Context: an optimization exercise on an open-source flow, tuned for small area and few clock cycles. The choices shown serve that exercise and are no tape-out recipe. Function was checked by simulation only, so behaviour that the tests miss may differ from the original. Power figures rest on the tool's default switching activity, not on a simulated workload.

Design eppe_page_engine, start of the top module:
module eppe_page_engine (
    input  wire        clk,
    input  wire        rst,
    input  wire        cmd_valid,
    output wire        cmd_ready,
    input  wire [2:0]  cmd_op,
    input  wire [2:0]  cmd_arg,
    input  wire [15:0] cmd_x,
    input  wire [15:0] cmd_y,
    input  wire [15:0] cmd_w,
    input  wire [15:0] cmd_h,
    output wire        out_valid,
    input  wire        out_ready,
    output wire [7:0]  out_data,
    output wire [15:0] page,
    output wire [1:0]  rot,
    output wire        mirror,
    output wire        win_part,
    output wire [15:0] win_x,
    output wire [15:0] win_y,
    output wire [15:0] win_w,
    output wire [15:0] win_h,
    output wire [1:0]  diag
);
Size: about 2300 cells after synthesis, roughly 720 flip-flops, roughly 0.026 mm² of cells after synthesis.
Settings: LEC_CHECK=0, CAP_MARGIN=10, CORE_MARGIN=2, CORE_UTILIZATION=70, SLEW_MARGIN=10, SYNTH_HIERARCHICAL=1, SYNTH_MINIMUM_KEEP_SIZE=0; clock period 20.0 ns.
standard.sh (not shown) runs the stock make flow with config.mk's settings and CLKGATE_MAP_FILE= SYNTH_SCRIPT=/design/flow/synth_recipe.tcl, a recipe that flattens the netlist after the stock synthesis.
==> flow/flow/run.sh <==
#!/bin/bash
# The standard layout, with two changes:
#  - input and output ports get the smallest buffer (buf_1);
#  - clock tree synthesis uses no dummy loads and larger sink clusters.
set -euo pipefail
export BUFFER_PORTS_ARGS="-buffer_cell sky130_fd_sc_hd__buf_1"
export CTS_ARGS="-sink_clustering_enable -repair_clock_nets -dont_use_dummy_load -sink_clustering_size 30 -sink_clustering_max_diameter 80"
bash standard.sh > make_flow.log 2>&1
Testbench counts at the start, summed over its fixed seeds: cycles 22,098.
Then changed:
==> flow/flow/run.sh (replaced) <==
#!/bin/bash
# The standard layout, with two changes:
#  - input and output ports get the smallest buffer (buf_1);
#  - clock tree synthesis uses no dummy loads and larger sink clusters.
set -euo pipefail
export BUFFER_PORTS_ARGS="-buffer_cell sky130_fd_sc_hd__buf_1"
export CTS_ARGS="-sink_clustering_enable -repair_clock_nets -dont_use_dummy_load -sink_clustering_size 28 -sink_clustering_max_diameter 84"
bash standard.sh > make_flow.log 2>&1
Synthesized cell count stays the same.
Register-to-register slack stays flat.
Power is about the same.
Core utilization does not change.
Clock-buffer cell count does not change.
Global-route usage increases by 0.11 points.
Setup slack loses 0.029 ns.
Synthesized area stays the same.
Sequential power stays flat.

* * *

== juniper ==
Another version of the RTL of eppe_page_engine (not shown whole).
Size: about 2400 cells after synthesis, about 170 I/O pins, ~26000 µm² of cells after synthesis.
make LEC_CHECK=0 CAP_MARGIN=20 CORE_MARGIN=2 CORE_UTILIZATION=40 CTS_CLUSTER_DIAMETER=78 CTS_CLUSTER_SIZE=26 SLEW_MARGIN=40 SYNTH_HIERARCHICAL=1 SYNTH_MINIMUM_KEEP_SIZE=0 finish   # period 20.0 ns
run.sh (not shown) runs the stock make flow with config.mk's settings and CLKGATE_MAP_FILE= SYNTH_SCRIPT=/design/flow/synth_recipe.tcl, a recipe that flattens the netlist after the stock synthesis.
Stock flow here: none of the scripts above is used.
Testbench counts of juniper, summed over its fixed seeds: cycles 22,098.
The following lists how quartz was set up differently from juniper:
- CTS_CLUSTER_SIZE removed (was 26)
- CTS_CLUSTER_DIAMETER removed (was 78)
==> flow/flow/run.sh (new file) <==
#!/bin/bash
# The standard layout, with two changes:
#  - input and output ports get the smallest buffer (buf_1);
#  - clock tree synthesis uses no dummy loads and larger sink clusters.
set -euo pipefail
export BUFFER_PORTS_ARGS="-buffer_cell sky130_fd_sc_hd__buf_1"
export CTS_ARGS="-sink_clustering_enable -repair_clock_nets -dont_use_dummy_load -sink_clustering_size 28 -sink_clustering_max_diameter 84"
bash standard.sh > make_flow.log 2>&1
==> flow/standard.sh (new file) <==
#!/bin/bash
# synth_recipe.tcl (not shown) runs the flow's synth.tcl, then flattens the netlist and writes it again
# the make line also repeats each setting of config.mk as NAME=value (left out here)
make -C /OpenROAD-flow-scripts/flow DESIGN_CONFIG=/design/flow/config.mk WORK_HOME=/design/flow/orfs CLKGATE_MAP_FILE= SYNTH_SCRIPT=/design/flow/synth_recipe.tcl "${@:-finish}"
removed: flow/run.sh
### Flow results
Compare juniper and quartz | part of the power in registers lower: juniper
For the first-pass GRT wire length, quartz came in 1.3% lower than juniper did.
Looking at global-route total usage across every layer, quartz sits 0.30 points below juniper.
Fraction of power consumed by combinational cells in quartz is 0.2 points above juniper.
Met1 usage (lower): quartz
Of the two candidates, juniper has the better minimum hold slack and quartz the worse one.
Compare juniper and quartz | design area higher: juniper

what the ideal ports hide:
How much do the figures lean on ideal ports? The routed layouts below were timed once more, with nothing changed but the port constraints. Step 1 sets driving cells, clkbuf_16 on the clock port and buf_2 on the other inputs (assumed; they add their load-dependent delay and slew). Step 2, shift: input delay + t, output delay - t, t = (earliest + latest rising clock arrival at the registers) / 2. This alone moves slack from input paths to output paths. Slacks: ideal / step 1 / step 2; pairs: ideal / step 1.
| run | t, ns | setup WS [ns] | worst slew at a driven data input, ns | pins driven straight from the clock port |
|---|---|---|---|---|
| the first run of note 1 | 0.638 | 7.964 / 7.995 / 7.357 | 0.07 | 1 |
| the second run of note 1 | 0.638 | 7.935 / 7.956 / 7.318 | 0.07 | 1 |
| juniper | 0.638 | 5.778 / 5.815 / 5.177 | 0.08 | 1 |
| quartz | 0.600 | 6.165 / 6.196 / 5.596 | 0.10 | 1 |
After both steps every run listed still meets setup and hold. The setup slack of the second run of note 1, which loses most, moves by +0.021 ns with the drivers and by -0.617 ns with both steps.
